Context: an optimization exercise on an open-source flow, tuned for small area. The choices shown serve that exercise and are no tape-out recipe.
At most, simulation tests tie the RTL to the original design; equivalence was not proved.
No activity file was given, so power comes from the tool's default toggle rates.

==> flow/design.v (excerpt) <==
module scsi_spc (
    input  wire        clk,
    input  wire        rst,           
    input  wire        host_cs,
    input  wire        host_we,       
    input  wire [3:0]  host_addr,     
    input  wire [7:0]  host_wdata,
    output reg  [7:0]  host_rdata,    
    output wire        irq,
    output wire        drq,
    input  wire [8:0]  scsi_ctl_i,
    input  wire [7:0]  scsi_dat_i,
    output wire [8:0]  scsi_ctl_o,
    output wire [7:0]  scsi_dat_o
);
    localparam [4:0] O_BSY = 5'h01, O_SEL = 5'h02, O_ACK = 5'h04, O_ATN = 5'h08,
                     O_RST = 5'h10;
    localparam D_1 = 1'b1;
    localparam [3:0] R_BDID = 4'd0,  R_SCTL = 4'd1,  R_SCMD = 4'd2,  R_INTS = 4'd4,
                     R_PSNS = 4'd5,  R_SSTS = 4'd6,  R_SERR = 4'd7,  R_PCTL = 4'd8,
                     R_MBC  = 4'd9,  R_DREG = 4'd10, R_TEMP = 4'd11, R_TCH  = 4'd12,
                     R_TCM  = 4'd13, R_TCL  = 4'd14;
    localparam [7:0] I_DISC = 8'h20, I_CC = 8'h10, I_SR = 8'h08, I_TO = 8'h04,
                     I_RC = 8'h01;
    localparam [4:0] S_IDLE            = 5'd0,
                     S_ARB_WAIT_FREE   = 5'd1,
                     S_ARB_PRE_BSY     = 5'd2,
                     S_ARB_ASSERT_BSY  = 5'd3,
                     S_ARB_SETTLE1     = 5'd4,
                     S_ARB_SETTLE2     = 5'd5,
                     S_ARB_WAIT        = 5'd6,
                     S_ARB_ASSERT_SEL  = 5'd7,
                     S_SEL_WAIT_FREE   = 5'd8,
                     S_SEL_PRE_ID      = 5'd9,
                     S_SEL_ASSERT_ID   = 5'd10,
                     S_SEL_ASSERT_SEL  = 5'd11,
                     S_SEL_PRE_WAIT    = 5'd12,
  ...
Size in the first run: about 1200 cells after synthesis, about 200 flip-flops, roughly 0.010 mm² of cells after synthesis.
Settings: LEC_CHECK=0, ABC_AREA=1, CAP_MARGIN=20, CORE_MARGIN=2, CORE_UTILIZATION=75, PLACE_DENSITY=0.88, SLEW_MARGIN=20; clock period 10.0 ns.
standard.sh (not shown) runs the stock make flow with config.mk's settings and CLKGATE_MAP_FILE= SYNTH_SCRIPT=/design/flow/synth_recipe.tcl, a recipe that flattens the netlist after the stock synthesis.
==> flow/flow/run.sh <==
#!/bin/bash
# Layout flow: the standard ORFS flow (standard.sh), with
#  - an area-oriented ABC mapping script (flow/abc_area.script, used with ABC_AREA 1),
#  - the smallest buffer cell for the port buffers,
#  - clock tree synthesis without dummy loads, on small clock buffers.
# Registers and their names come from the standard synthesis unchanged: only the
# combinational mapping script differs.
set -euo pipefail
W=$PWD
rm -rf "$W/scripts_x"
cp -r "$FLOW_HOME/scripts" "$W/scripts_x"
cp "$W/flow/abc_area.script" "$W/scripts_x/abc_area.script"
export SCRIPTS_DIR="$W/scripts_x"
export BUFFER_PORTS_ARGS="-buffer_cell sky130_fd_sc_hd__buf_1"
export CTS_ARGS="-sink_clustering_enable -repair_clock_nets -dont_use_dummy_load -buf_list {sky130_fd_sc_hd__clkbuf_4} -sink_clustering_size 9 -sink_clustering_max_diameter 50"
bash standard.sh > "$W/orfs_flow.log" 2>&1
==> flow/flow/abc_area.script <==
strash
&get -n
&deepsyn -T 30
&put
dch
amap
strash
dch
amap
topo
stime -c
The first run finished with timing, DRC and antenna clean.
Rerun with:
--- a/flow/design.v
+++ b/flow/design.v
@@ -161,15 +161,14 @@
     reg [8:0]  sello_n;
     reg [15:0] selhi_n;
     reg [2:0]  bf_n;
     reg [5:0]  int_set;
     reg        abort_all, rst_rise, flush;
     reg        e_pop, e_push, e_flush, h_push, h_pop, sel_ok, tc_dec;
     reg [3:0]  cnt1, cnt_n;
-    reg        full1, empty1;
     reg [2:0]  head_n;
     always @(*) begin
         bdid_n   = bdid;   sctl_n = sctl;  scmd_n = scmd;  ints_n = ints;
         sdgc_n   = sdgc;   pctl_n = pctl;  temp_n = temp;  dreg_n = dreg;
         serr_n   = serr_xo;
         state_n  = state;
         dly_n    = dly;
@@ -329,16 +328,17 @@
             own     = own & ~(O_BSY | O_SEL | O_ATN | O_ACK);
             d_clr   = 1'b1;
             int_set = int_set | I_TO[5:0];
             state_n = S_IDLE;
             dly_n   = 1'b0;
             atn_n   = 1'b0;
         end
-        full1  = !e_flush && ((cnt_full && !e_pop) || (fifo_cnt == 4'd7 && e_push));
-        empty1 = e_flush || (cnt_zero && !e_push) || (fifo_cnt == 4'd1 && e_pop);
+        cnt1 = e_flush ? 4'd0 :
+               e_pop   ? fifo_cnt - 4'd1 :
+               e_push  ? fifo_cnt + 4'd1 : fifo_cnt;
         h_push = 1'b0;
         h_pop  = 1'b0;
         lz_n   = 1'b0;
         if (host_wr) begin
             case (host_addr)
                 R_BDID: bdid_n = host_wdata[2:0];
                 R_SCTL: begin
@@ -392,29 +392,24 @@
                 R_PCTL: pctl_n = host_wdata & 8'h87;
                 R_TEMP: temp_n = host_wdata;
                 default: ;
             endcase
         end
         if (h_wr_dreg) begin
             dreg_n = host_wdata;
-            if (full1) serr_n = 1'b1;
+            if (cnt1 == 4'd8) serr_n = 1'b1;
             else              h_push = 1'b1;
-        end else if (h_rd_dreg && !empty1) begin
+        end else if (h_rd_dreg && cnt1 != 4'd0) begin
             h_pop = 1'b1;
             if (e_pop || e_push) lz_n = 1'b1;    
             else dreg_n = fifo_out;
         end else if (dreg_lz) begin
             dreg_n = fifo_out;
         end
-        cnt1 = e_flush ? 4'd0 : fifo_cnt;
-        if (e_push && h_push)                          cnt_n = cnt1 + 4'd2;
-        else if (e_pop && h_pop)                       cnt_n = cnt1 - 4'd2;
-        else if ((e_push || h_push) && !(e_pop || h_pop)) cnt_n = cnt1 + 4'd1;
-        else if ((e_pop || h_pop) && !(e_push || h_push)) cnt_n = cnt1 - 4'd1;
-        else                                           cnt_n = cnt1;
+        cnt_n = cnt1 + (h_push ? 4'd1 : 4'd0) - (h_pop ? 4'd1 : 4'd0);
         if (rst_rise) begin
             int_set = int_set | I_RC[5:0];
             if (!eng_free || connected) begin
                 own     = own & ~(O_BSY | O_SEL | O_ATN | O_ACK);
                 d_clr   = 1'b1;
                 flush   = 1'b1;
                 state_n = S_IDLE;
@@ -461,17 +456,16 @@
             selhi_n = tc[23:8];
         end else begin
             sello_n = lo_next;
             for (k = 0; k < 16; k = k + 1) selhi_n[k] = sel_hi[k] ^ (lo_zero & hi_z[k]);
         end
     end
     wire [7:0] t_oh  = 8'd1 << tail;
-    wire       we_a  = e_push || h_push;        
-    wire       we_b  = e_push && h_push;        
-    wire [7:0] f_we  = ({8{we_a}} & t_oh) | ({8{we_b}} & {t_oh[6:0], t_oh[7]});
+    wire [7:0] h_oh  = e_push ? {t_oh[6:0], t_oh[7]} : t_oh;
+    wire [7:0] f_we  = ({8{e_push}} & t_oh) | ({8{h_push}} & h_oh);
     wire [7:0] wd_even = (e_push && !tail[0]) ? data : host_wdata;
     wire [7:0] wd_odd  = (e_push &&  tail[0]) ? data : host_wdata;
     always @(posedge clk) begin
         if (rst) begin
             bdid      <= 3'd7;
             sctl      <= 8'h00;
             scmd      <= 8'h00;
Effect: The changed run passed the timing, design-rule and antenna checks; total power rises by roughly a tenth; routed wire length falls by a few percent; design area decreases slightly; non-clock buffer count does not change; count of clock-buffer cells in the layout does not change; clock power shrinks slightly; via count is lower by a few percent; global-route usage went down by 1.2 points.
Function not checked in the first run of this note: the RTL went through the layout flow alone.

[port drivers added, routing unchanged]
The results above use ideal ports. As a check the final layouts listed here were re-extracted and re-timed, cells and wires unchanged. Step 1, drivers: a clkbuf_16 drives clk and a buf_2 each remaining input, both assumed. Step 2, shift: input delay + t, output delay - t, t = (earliest + latest rising clock arrival at the registers) / 2. This alone moves slack from input paths to output paths. Three values: ideal, step 1, step 2; two values: the first two.
| run | shift t [ns] | slack for setup (ns) | worst hold slack (ns) | worst slew at a driven data input, ns |
|---|---|---|---|---|
| the first run | 0.710 | 0.694 / 0.670 / 0.670 | 0.436 / 0.436 / 0.436 | 0.04 |
| the second run | 0.708 | 1.371 / 1.350 / 1.350 | 0.462 / 0.462 / 0.462 | 0.06 |
After both steps every run listed still meets setup and hold. For the first run, which loses most, drivers alone change the setup slack by -0.024 ns; drivers and shift together by -0.024 ns.
